Source: an optimization exercise on an open RTL-to-GDS flow (aim: small area, a short achievable clock period and few clock cycles). Production flows keep margins and buffers that such runs may drop.
Only simulation tests tie the RTL to the original design; equivalence was not proved.
Power and IR drop assume default switching activity.

==> inputs of 10-24 <==
==> flow/design.v <==
module frame_codec (
    input  wire        clk,
    input  wire        rst,           
    input  wire        tx_start,
    input  wire [16:0] tx_len,
    output wire        tx_busy,
    output reg  [1:0]  tx_status,
    output reg  [2:0]  tx_cause,
    output reg  [16:0] tx_flen,
    output wire        txpay_re,
    output wire [15:0] txpay_addr,
    input  wire [7:0]  txpay_rdata,
    output reg         txfrm_we,
    output reg  [16:0] txfrm_addr,
    output reg  [7:0]  txfrm_wdata,
    input  wire        rx_start,
    input  wire [16:0] rx_len,
    input  wire        rx_mode,       
    output wire        rx_busy,
    output reg  [2:0]  rx_status,
    output reg  [2:0]  rx_cause,
    output reg  [16:0] rx_consumed,
    output reg  [3:0]  rx_flags,      
    output reg  [1:0]  rx_payidx,
    output reg  [15:0] rx_paylen,
    output reg  [16:0] rx_fsize,
    output reg         rxbuf_re,
    output reg  [16:0] rxbuf_addr,
    input  wire [7:0]  rxbuf_rdata,
    output reg         rxpay_we,
    output reg  [15:0] rxpay_addr,
    output reg  [7:0]  rxpay_wdata
);
    localparam [1:0] TX_NONE = 2'd0, TX_BUSY = 2'd1, TX_OK = 2'd2, TX_FAULT = 2'd3;
    localparam [2:0] RX_NONE = 3'd0, RX_BUSY = 3'd1, RX_NOFRAME = 3'd2, RX_ACCEPT = 3'd3,
                     RX_DISCARD = 3'd4, RX_FAULT = 3'd5;
    localparam [2:0] C_NONE = 3'd0, C_EMPTY = 3'd1, C_TOO_LONG = 3'd2,
                     C_INVALID_CRC = 3'd3, C_INVALID_TERM = 3'd4;
    function [15:0] crc_upd;
        input [15:0] c;
        input [7:0]  b;
        integer i;
        reg [15:0] r;
        begin
            r = c;
            for (i = 7; i >= 0; i = i - 1) begin
                if (r[15] ^ b[i]) r = {r[14:0], 1'b0} ^ 16'h1021;
                else              r = {r[14:0], 1'b0};
            end
            crc_upd = r;
        end
    endfunction
    localparam [2:0] T_IDLE = 3'd0, T_H1 = 3'd1, T_H2 = 3'd2, T_PAY = 3'd3,
                     T_CRCH = 3'd4, T_CRCL = 3'd5, T_TERM = 3'd6, T_FIN = 3'd7;
    reg [2:0]  tx_st;
    reg        tx_bsy;
    reg        tx_long;
    reg        tx_rd;        
    reg        tx_v1;        
    reg [7:0]  tx_d1;
    reg [15:0] tx_crc;
    wire        tx_fault = (tx_len == 17'd0) || tx_len[16];
    wire [16:0] tx_ainc  = txfrm_addr + 17'd1;
    assign tx_busy    = tx_bsy;
    assign txpay_re   = tx_rd;
    assign txpay_addr = txfrm_addr[15:0];
    always @(posedge clk) begin
        txfrm_addr <= tx_bsy ? tx_ainc : 17'd0;
        tx_d1      <= txpay_rdata;
        tx_v1      <= tx_rd;
        if (tx_v1) tx_crc <= crc_upd(tx_crc, txpay_rdata);
        if (rst) begin
            tx_st     <= T_IDLE;
            tx_bsy    <= 1'b0;
            tx_rd     <= 1'b0;
            tx_v1     <= 1'b0;
            txfrm_we  <= 1'b0;
            tx_status <= TX_NONE;
            tx_cause  <= C_NONE;
            tx_flen   <= 17'd0;
        end else begin
            if (tx_v1) tx_flen[15:0] <= tx_flen[15:0] - 16'd1;
            if (tx_st == T_H1 ? tx_flen[15:0] == 16'd1 : tx_flen[15:0] == 16'd2) tx_rd <= 1'b0;
            case (tx_st)
                T_IDLE: if (tx_start) begin
                    tx_bsy      <= 1'b1;
                    tx_status   <= TX_BUSY;
                    tx_cause    <= (tx_len == 17'd0) ? C_EMPTY : tx_len[16] ? C_TOO_LONG : C_NONE;
                    tx_flen     <= tx_fault ? 17'd0 : {1'b0, tx_len[15:0]};
                    tx_long     <= |tx_len[15:8];
                    tx_crc      <= 16'h0000;
                    txfrm_we    <= !tx_fault;
                    txfrm_wdata <= {7'd1, |tx_len[15:8]};
                    tx_rd       <= !tx_fault;
                    tx_st       <= tx_fault ? T_FIN : T_H1;
                end
                T_H1: begin
                    txfrm_wdata <= tx_long ? tx_flen[15:8] : tx_flen[7:0];
                    tx_st       <= tx_long ? T_H2 : T_PAY;
                end
                T_H2: begin
                    txfrm_wdata <= tx_flen[7:0];
                    tx_st       <= T_PAY;
                end
                T_PAY: begin
                    txfrm_wdata <= tx_long ? tx_d1 : txpay_rdata;
                    if (tx_long ? !tx_v1 : !tx_rd) tx_st <= T_CRCH;
                end
                T_CRCH: begin
                    txfrm_wdata <= tx_crc[15:8];
                    tx_st       <= T_CRCL;
                end
                T_CRCL: begin
                    txfrm_wdata <= tx_crc[7:0];
                    tx_st       <= T_TERM;
                end
                T_TERM: begin
                    txfrm_wdata <= 8'h03;
                    tx_st       <= T_FIN;
                end
                default: begin  
                    tx_bsy    <= 1'b0;
                    txfrm_we  <= 1'b0;
                    tx_status <= txfrm_we ? TX_OK : TX_FAULT;
                    tx_flen   <= txfrm_we ? tx_ainc : 17'd0;
                    tx_st     <= T_IDLE;
                end
            endcase
        end
    end
    localparam [2:0] D_IDLE = 3'd0, D_M0 = 3'd1, D_M1 = 3'd2, D_HA = 3'd3,
                     D_HB = 3'd4, D_HC = 3'd5, D_SIZE = 3'd6, D_DATA = 3'd7;
    reg [2:0]  rx_st;
    reg        rx_bsy;
    reg        rx_moder;
    reg [15:0] rx_crc;
    assign rx_busy = rx_bsy;
    wire        rx_take   = rx_start && (!rx_len[16] || rx_len[15:0] <= 16'd5);
    wire        rx_m_s    = (rxbuf_rdata == 8'h02);
    wire        rx_m_l    = (rxbuf_rdata == 8'h03);
    wire [15:0] rx_cnt    = rx_consumed[15:0];
    task rx_finish;
        input [2:0]  status;
        input [2:0]  cause;
        input        cons;
        begin
            rx_status   <= status;
            rx_cause    <= cause;
            rx_consumed <= cons ? rx_fsize : 17'd0;
            rxbuf_re    <= 1'b0;
            rx_bsy      <= 1'b0;
            rx_st       <= D_IDLE;
        end
    endtask
    always @(posedge clk) begin
        rxbuf_addr  <= rx_bsy ? rxbuf_addr + {16'd0, rxbuf_re} : 17'd0;
        rxpay_addr  <= rxpay_we ? rxpay_addr + 16'd1 : 16'd0;
        rxpay_wdata <= rxbuf_rdata;
        rxpay_we    <= 1'b0;
        if (rst) begin
            rx_st       <= D_IDLE;
            rx_bsy      <= 1'b0;
            rxbuf_re    <= 1'b0;
            rx_status   <= RX_NONE;
            rx_cause    <= C_NONE;
            rx_consumed <= 17'd0;
            rx_flags    <= 4'd0;
            rx_payidx   <= 2'd0;
            rx_paylen   <= 16'd0;
            rx_fsize    <= 17'd0;
        end else begin
            case (rx_st)
                D_IDLE: if (rx_take) begin
                    rx_bsy      <= 1'b1;
                    rx_consumed <= rx_len;
                    rx_moder    <= rx_mode;
                    rx_fsize    <= 17'd0;
                    rx_payidx   <= 2'd0;
                    rx_paylen   <= 16'd0;
                    rx_flags    <= 4'd0;
                    rx_status   <= RX_BUSY;
                    rx_cause    <= C_NONE;
                    rx_crc      <= 16'h0000;
                    rxbuf_re    <= (rx_len != 17'd0);
                    rx_st       <= D_M0;
                end
                D_M0: begin
                    rxbuf_re <= 1'b0;
                    if (!rxbuf_re) rx_finish(RX_NOFRAME, C_NONE, 1'b0);
                    else           rx_st <= D_M1;
                end
                D_M1: begin
                    if (rx_m_s || rx_m_l) rx_payidx <= rx_m_s ? 2'd2 : 2'd3;
                    if (!(rx_m_s || rx_m_l) || rx_consumed == 17'd1) begin
                        rx_finish(RX_NOFRAME, C_NONE, 1'b0);
                    end else begin
                        rxbuf_re <= 1'b1;
                        rx_st    <= D_HA;
                    end
                end
                D_HA: begin
                    if (!(rx_consumed > 17'd2)) rxbuf_re <= 1'b0;
                    rx_st <= D_HB;
                end
                D_HB: begin
                    if (!(rx_consumed > 17'd3)) rxbuf_re <= 1'b0;
                    if (rx_payidx[0]) begin
                        rx_paylen[15:8] <= rxbuf_rdata;
                        if (!rxbuf_re) rx_finish(RX_NOFRAME, C_NONE, 1'b0);
                        else           rx_st <= D_HC;
                    end else begin
                        rx_paylen[7:0] <= rxbuf_rdata;
                        rx_fsize       <= {9'd0, rxbuf_rdata} + 17'd5;
                        rx_flags[0]    <= 1'b1;
                        rx_st          <= D_SIZE;
                    end
                end
                D_HC: begin
                    if (!(rx_consumed > 17'd4)) rxbuf_re <= 1'b0;
                    rx_paylen[7:0] <= rxbuf_rdata;
                    rx_fsize       <= {1'b0, rx_paylen[15:8], rxbuf_rdata} + 17'd6;
                    rx_flags[0]    <= 1'b1;
                    rx_st          <= D_SIZE;
                end
                D_SIZE: begin
                    if (rx_consumed < rx_fsize) begin
                        rx_finish(RX_NOFRAME, C_NONE, 1'b0);
                    end else begin
                        rx_flags[1]       <= 1'b1;
                        rx_consumed[15:0] <= rx_paylen;
                        rx_crc            <= crc_upd(rx_crc, rxbuf_rdata);
                        rxpay_we          <= |rx_paylen;
                        rx_st             <= D_DATA;
                    end
                end
                default: begin  
                    if (rxbuf_re) begin
                        rx_crc            <= crc_upd(rx_crc, rxbuf_rdata);
                        rxpay_we          <= |rx_cnt[15:1];
                        rx_consumed[15:0] <= rx_cnt - 16'd1;
                        if (rx_cnt == 16'd0) rxbuf_re <= 1'b0;
                    end else begin
                        rx_flags[2] <= (rx_crc == 16'h0000);
                        rx_flags[3] <= (rxbuf_rdata == 8'h03);
                        if (rx_crc != 16'h0000) begin
                            if (!rx_moder) rx_finish(RX_DISCARD, C_NONE, 1'b1);
                            else           rx_finish(RX_FAULT, C_INVALID_CRC, 1'b0);
                        end else if (rxbuf_rdata != 8'h03) begin
                            rx_finish(RX_FAULT, C_INVALID_TERM, 1'b0);
                        end else begin
                            rx_finish(RX_ACCEPT, C_NONE, 1'b1);
                        end
                    end
                end
            endcase
        end
    end
endmodule
==> flow/run.sh <==
#!/bin/bash
# synth_recipe.tcl (not shown) runs the flow's synth.tcl, then flattens the netlist and writes it again
# the make line also repeats each setting of config.mk as NAME=value (left out here)
make -C /OpenROAD-flow-scripts/flow DESIGN_CONFIG=/design/flow/config.mk WORK_HOME=/design/flow/orfs CLKGATE_MAP_FILE= SYNTH_SCRIPT=/design/flow/synth_recipe.tcl finish
==> flow/config.mk <==
export PLATFORM = sky130hd
export DESIGN_NAME = frame_codec
export DESIGN_NICKNAME = frame_codec
export VERILOG_FILES = /design/flow/design.v
export SDC_FILE = /design/flow/constraint.sdc
export NUM_CORES = 4
export LEC_CHECK = 0
export CAP_MARGIN = 20
export CORE_MARGIN = 2
export CORE_UTILIZATION = 40
export SLEW_MARGIN = 20
==> flow/constraint.sdc <==
create_clock -name core_clock -period 5.0 [get_ports {clk}]
set_input_delay 1.0000 -clock core_clock [delete_from_list [all_inputs] [get_ports {clk}]]
set_output_delay 1.0000 -clock core_clock [all_outputs]
set_load 0.01 [all_outputs]
==> 01-05: changes against 10-24 <==
--- a/flow/design.v
+++ b/flow/design.v
@@ -54,5 +54,4 @@
                      T_CRCH = 3'd4, T_CRCL = 3'd5, T_TERM = 3'd6, T_FIN = 3'd7;
     reg [2:0]  tx_st;
-    reg        tx_bsy;
     reg        tx_long;
     reg        tx_rd;        
@@ -62,9 +61,9 @@
     wire        tx_fault = (tx_len == 17'd0) || tx_len[16];
     wire [16:0] tx_ainc  = txfrm_addr + 17'd1;
-    assign tx_busy    = tx_bsy;
+    assign tx_busy    = (tx_st != T_IDLE);
     assign txpay_re   = tx_rd;
     assign txpay_addr = txfrm_addr[15:0];
     always @(posedge clk) begin
-        txfrm_addr <= tx_bsy ? tx_ainc : 17'd0;
+        txfrm_addr <= tx_busy ? tx_ainc : 17'd0;
         tx_d1      <= txpay_rdata;
         tx_v1      <= tx_rd;
@@ -72,7 +71,5 @@
         if (rst) begin
             tx_st     <= T_IDLE;
-            tx_bsy    <= 1'b0;
             tx_rd     <= 1'b0;
-            tx_v1     <= 1'b0;
             txfrm_we  <= 1'b0;
             tx_status <= TX_NONE;
@@ -80,9 +77,6 @@
             tx_flen   <= 17'd0;
         end else begin
-            if (tx_v1) tx_flen[15:0] <= tx_flen[15:0] - 16'd1;
-            if (tx_st == T_H1 ? tx_flen[15:0] == 16'd1 : tx_flen[15:0] == 16'd2) tx_rd <= 1'b0;
             case (tx_st)
                 T_IDLE: if (tx_start) begin
-                    tx_bsy      <= 1'b1;
                     tx_status   <= TX_BUSY;
                     tx_cause    <= (tx_len == 17'd0) ? C_EMPTY : tx_len[16] ? C_TOO_LONG : C_NONE;
@@ -120,11 +114,11 @@
                 end
                 default: begin  
-                    tx_bsy    <= 1'b0;
                     txfrm_we  <= 1'b0;
                     tx_status <= txfrm_we ? TX_OK : TX_FAULT;
-                    tx_flen   <= txfrm_we ? tx_ainc : 17'd0;
+                    if (txfrm_we) tx_flen <= tx_ainc;
                     tx_st     <= T_IDLE;
                 end
             endcase
+            if (tx_st != T_IDLE && tx_ainc[15:0] == tx_flen[15:0]) tx_rd <= 1'b0;
         end
     end
@@ -132,27 +126,28 @@
                      D_HB = 3'd4, D_HC = 3'd5, D_SIZE = 3'd6, D_DATA = 3'd7;
     reg [2:0]  rx_st;
-    reg        rx_bsy;
     reg        rx_moder;
+    reg        rx_pay;       
     reg [15:0] rx_crc;
-    assign rx_busy = rx_bsy;
+    assign rx_busy = (rx_st != D_IDLE);
     wire        rx_take   = rx_start && (!rx_len[16] || rx_len[15:0] <= 16'd5);
+    wire [16:0] rx_rinc   = rxbuf_addr + 17'd1;
+    wire        rx_rstop  = (rx_rinc == rx_fsize);
+    wire [16:0] rx_fs     = {1'b0, rx_paylen} + (rx_payidx[0] ? 17'd6 : 17'd5);
+    wire [16:0] rx_plend  = {1'b0, rx_paylen} + {15'd0, rx_payidx};
+    wire        rx_cmpl   = (rx_fsize >= rx_fs);
     wire        rx_m_s    = (rxbuf_rdata == 8'h02);
     wire        rx_m_l    = (rxbuf_rdata == 8'h03);
-    wire [15:0] rx_cnt    = rx_consumed[15:0];
     task rx_finish;
         input [2:0]  status;
         input [2:0]  cause;
-        input        cons;
         begin
-            rx_status   <= status;
-            rx_cause    <= cause;
-            rx_consumed <= cons ? rx_fsize : 17'd0;
-            rxbuf_re    <= 1'b0;
-            rx_bsy      <= 1'b0;
-            rx_st       <= D_IDLE;
+            rx_status <= status;
+            rx_cause  <= cause;
+            rxbuf_re  <= 1'b0;
+            rx_st     <= D_IDLE;
         end
     endtask
     always @(posedge clk) begin
-        rxbuf_addr  <= rx_bsy ? rxbuf_addr + {16'd0, rxbuf_re} : 17'd0;
+        rxbuf_addr  <= rx_busy ? rxbuf_addr + {16'd0, rxbuf_re} : 17'd0;
         rxpay_addr  <= rxpay_we ? rxpay_addr + 16'd1 : 16'd0;
         rxpay_wdata <= rxbuf_rdata;
@@ -160,6 +155,6 @@
         if (rst) begin
             rx_st       <= D_IDLE;
-            rx_bsy      <= 1'b0;
             rxbuf_re    <= 1'b0;
+            rx_pay      <= 1'b0;
             rx_status   <= RX_NONE;
             rx_cause    <= C_NONE;
@@ -172,8 +167,7 @@
             case (rx_st)
                 D_IDLE: if (rx_take) begin
-                    rx_bsy      <= 1'b1;
-                    rx_consumed <= rx_len;
+                    rx_fsize    <= rx_len;
                     rx_moder    <= rx_mode;
-                    rx_fsize    <= 17'd0;
+                    rx_consumed <= 17'd0;
                     rx_payidx   <= 2'd0;
                     rx_paylen   <= 16'd0;
@@ -187,67 +181,84 @@
                 D_M0: begin
                     rxbuf_re <= 1'b0;
-                    if (!rxbuf_re) rx_finish(RX_NOFRAME, C_NONE, 1'b0);
-                    else           rx_st <= D_M1;
+                    if (!rxbuf_re) begin
+                        rx_fsize <= 17'd0;
+                        rx_finish(RX_NOFRAME, C_NONE);
+                    end else begin
+                        rx_st <= D_M1;
+                    end
                 end
                 D_M1: begin
-                    if (rx_m_s || rx_m_l) rx_payidx <= rx_m_s ? 2'd2 : 2'd3;
-                    if (!(rx_m_s || rx_m_l) || rx_consumed == 17'd1) begin
-                        rx_finish(RX_NOFRAME, C_NONE, 1'b0);
-                    end else begin
-                        rxbuf_re <= 1'b1;
-                        rx_st    <= D_HA;
+                    if (!(rx_m_s || rx_m_l) || rx_fsize == 17'd1) begin
+                        if (rx_m_s || rx_m_l) rx_payidx <= rx_m_s ? 2'd2 : 2'd3;
+                        rx_fsize <= 17'd0;
+                        rx_finish(RX_NOFRAME, C_NONE);
+                    end else begin
+                        rx_payidx <= rx_m_s ? 2'd2 : 2'd3;
+                        rxbuf_re  <= 1'b1;
+                        rx_st     <= D_HA;
                     end
                 end
                 D_HA: begin
-                    if (!(rx_consumed > 17'd2)) rxbuf_re <= 1'b0;
+                    if (rx_rstop) rxbuf_re <= 1'b0;
                     rx_st <= D_HB;
                 end
                 D_HB: begin
-                    if (!(rx_consumed > 17'd3)) rxbuf_re <= 1'b0;
+                    if (rx_rstop) rxbuf_re <= 1'b0;
                     if (rx_payidx[0]) begin
                         rx_paylen[15:8] <= rxbuf_rdata;
-                        if (!rxbuf_re) rx_finish(RX_NOFRAME, C_NONE, 1'b0);
-                        else           rx_st <= D_HC;
+                        if (!rxbuf_re) begin
+                            rx_fsize <= 17'd0;
+                            rx_finish(RX_NOFRAME, C_NONE);
+                        end else begin
+                            rx_st <= D_HC;
+                        end
                     end else begin
                         rx_paylen[7:0] <= rxbuf_rdata;
-                        rx_fsize       <= {9'd0, rxbuf_rdata} + 17'd5;
-                        rx_flags[0]    <= 1'b1;
-                        rx_st          <= D_SIZE;
+                        rx_st <= D_SIZE;
                     end
                 end
                 D_HC: begin
-                    if (!(rx_consumed > 17'd4)) rxbuf_re <= 1'b0;
+                    if (rx_rstop) rxbuf_re <= 1'b0;
                     rx_paylen[7:0] <= rxbuf_rdata;
-                    rx_fsize       <= {1'b0, rx_paylen[15:8], rxbuf_rdata} + 17'd6;
-                    rx_flags[0]    <= 1'b1;
-                    rx_st          <= D_SIZE;
+                    rx_st <= D_SIZE;
                 end
                 D_SIZE: begin
-                    if (rx_consumed < rx_fsize) begin
-                        rx_finish(RX_NOFRAME, C_NONE, 1'b0);
-                    end else begin
-                        rx_flags[1]       <= 1'b1;
-                        rx_consumed[15:0] <= rx_paylen;
-                        rx_crc            <= crc_upd(rx_crc, rxbuf_rdata);
-                        rxpay_we          <= |rx_paylen;
-                        rx_st             <= D_DATA;
+                    rx_fsize    <= rx_fs;
+                    rx_flags[0] <= 1'b1;
+                    if (!rx_cmpl) begin
+                        rx_finish(RX_NOFRAME, C_NONE);
+                    end else begin
+                        rx_flags[1] <= 1'b1;
+                        rx_consumed <= rx_plend;
+                        rx_crc      <= crc_upd(rx_crc, rxbuf_rdata);
+                        rxbuf_re    <= 1'b1;
+                        rxpay_we    <= |rx_paylen;
+                        rx_pay      <= |rx_paylen[15:1];
+                        rx_st       <= D_DATA;
                     end
                 end
                 default: begin  
                     if (rxbuf_re) begin
-                        rx_crc            <= crc_upd(rx_crc, rxbuf_rdata);
-                        rxpay_we          <= |rx_cnt[15:1];
-                        rx_consumed[15:0] <= rx_cnt - 16'd1;
-                        if (rx_cnt == 16'd0) rxbuf_re <= 1'b0;
+                        rx_crc   <= crc_upd(rx_crc, rxbuf_rdata);
+                        rxpay_we <= rx_pay;
+                        if (rx_rstop) rxbuf_re <= 1'b0;
+                        if (rxbuf_addr == rx_consumed) rx_pay <= 1'b0;
                     end else begin
                         rx_flags[2] <= (rx_crc == 16'h0000);
                         rx_flags[3] <= (rxbuf_rdata == 8'h03);
                         if (rx_crc != 16'h0000) begin
-                            if (!rx_moder) rx_finish(RX_DISCARD, C_NONE, 1'b1);
-                            else           rx_finish(RX_FAULT, C_INVALID_CRC, 1'b0);
+                            if (!rx_moder) begin
+                                rx_consumed <= rx_fsize;
+                                rx_finish(RX_DISCARD, C_NONE);
+                            end else begin
+                                rx_consumed <= 17'd0;
+                                rx_finish(RX_FAULT, C_INVALID_CRC);
+                            end
                         end else if (rxbuf_rdata != 8'h03) begin
-                            rx_finish(RX_FAULT, C_INVALID_TERM, 1'b0);
+                            rx_consumed <= 17'd0;
+                            rx_finish(RX_FAULT, C_INVALID_TERM);
                         end else begin
-                            rx_finish(RX_ACCEPT, C_NONE, 1'b1);
+                            rx_consumed <= rx_fsize;
+                            rx_finish(RX_ACCEPT, C_NONE);
                         end
                     end
==> results.txt <==
metric                                                                          01-05                    10-24
Result of the run                                             complete, no violations  complete, no violations
Met1 layer usage reported by global route                                      33.81%                   34.36%
Total number of tap cells                                                         378                      341
FILL cells                                                                      2,682                    2,502
Critical path buffer and inverter count                                             2                        1
Worst Max-Slew Pin Slew                                                       1014 ps                 964.8 ps
Post-route non-filler standard cell count                                       1,850                    1,761
Number of clock-tree buffers in the layout                                         32                       42
Maximum number of pins on one net before global-route repair                       61                       60
Gate power share                                                                35.9%                    21.8%
Post-Route WL                                                                35.02 mm                 35.16 mm
Share of the core filled with cells                                            51.63%                   52.29%
Design Power                                                               0.006450 W               0.004722 W
Per-instance average area after synthesis                                   8.614 µm²                8.875 µm²
Wire length per cell after detailed routing                                  18.93 µm                 19.97 µm
Synth Area in Adders                                                           3.270%                   3.683%
Diodes inserted                                                                     2                        0
Vias after detailed routing                                                    10,006                    9,894
Startpoint of the lowest-slack register-to-register path                 rx_payidx[0]                 rx_st[2]
Global-route wire length before repair                                       54.21 mm                 54.04 mm
Footprint of the multi-input gates                                           6339 µm²                 5971 µm²
Compound-Gate Fraction of Synth Area                                           14.22%                   17.04%
Testbench counts of 10-24, summed over its fixed seeds: cycles 43,666.
Testbench counts of 01-05, summed over its fixed seeds: cycles 43,666.

## re-timing with driven ports
No port has a modelled driver above. Below, the same layouts with a new extraction and two added sets of constraints.
Step 1 (the two cells are an assumption about what drives the block):
set clk [get_ports {clk}]
set_driving_cell -lib_cell sky130_fd_sc_hd__clkbuf_16 $clk
set_driving_cell -lib_cell sky130_fd_sc_hd__buf_2 [delete_from_list [all_inputs] $clk]
Step 2, shift: input delay + t, output delay - t, t = (earliest + latest rising clock arrival at the registers) / 2. This alone moves slack from input paths to output paths.
a / b / c = no drivers / after step 1 / after step 2; a / b = the first two.
| run | t (ns) | slack for setup (ns) | worst slew at a driven data input, ns | pins driven straight from the clock port |
|---|---|---|---|---|
| 10-24 | 0.554 | 1.556 / 1.556 / 1.043 | 0.07 | 1 |
| 01-05 | 0.560 | 0.750 / 0.750 / 0.750 | 0.05 | 1 |
After both steps every run listed still meets setup and hold. The setup slack of 10-24, which loses most, moves by 0.000 ns with the drivers and by -0.513 ns with both steps.
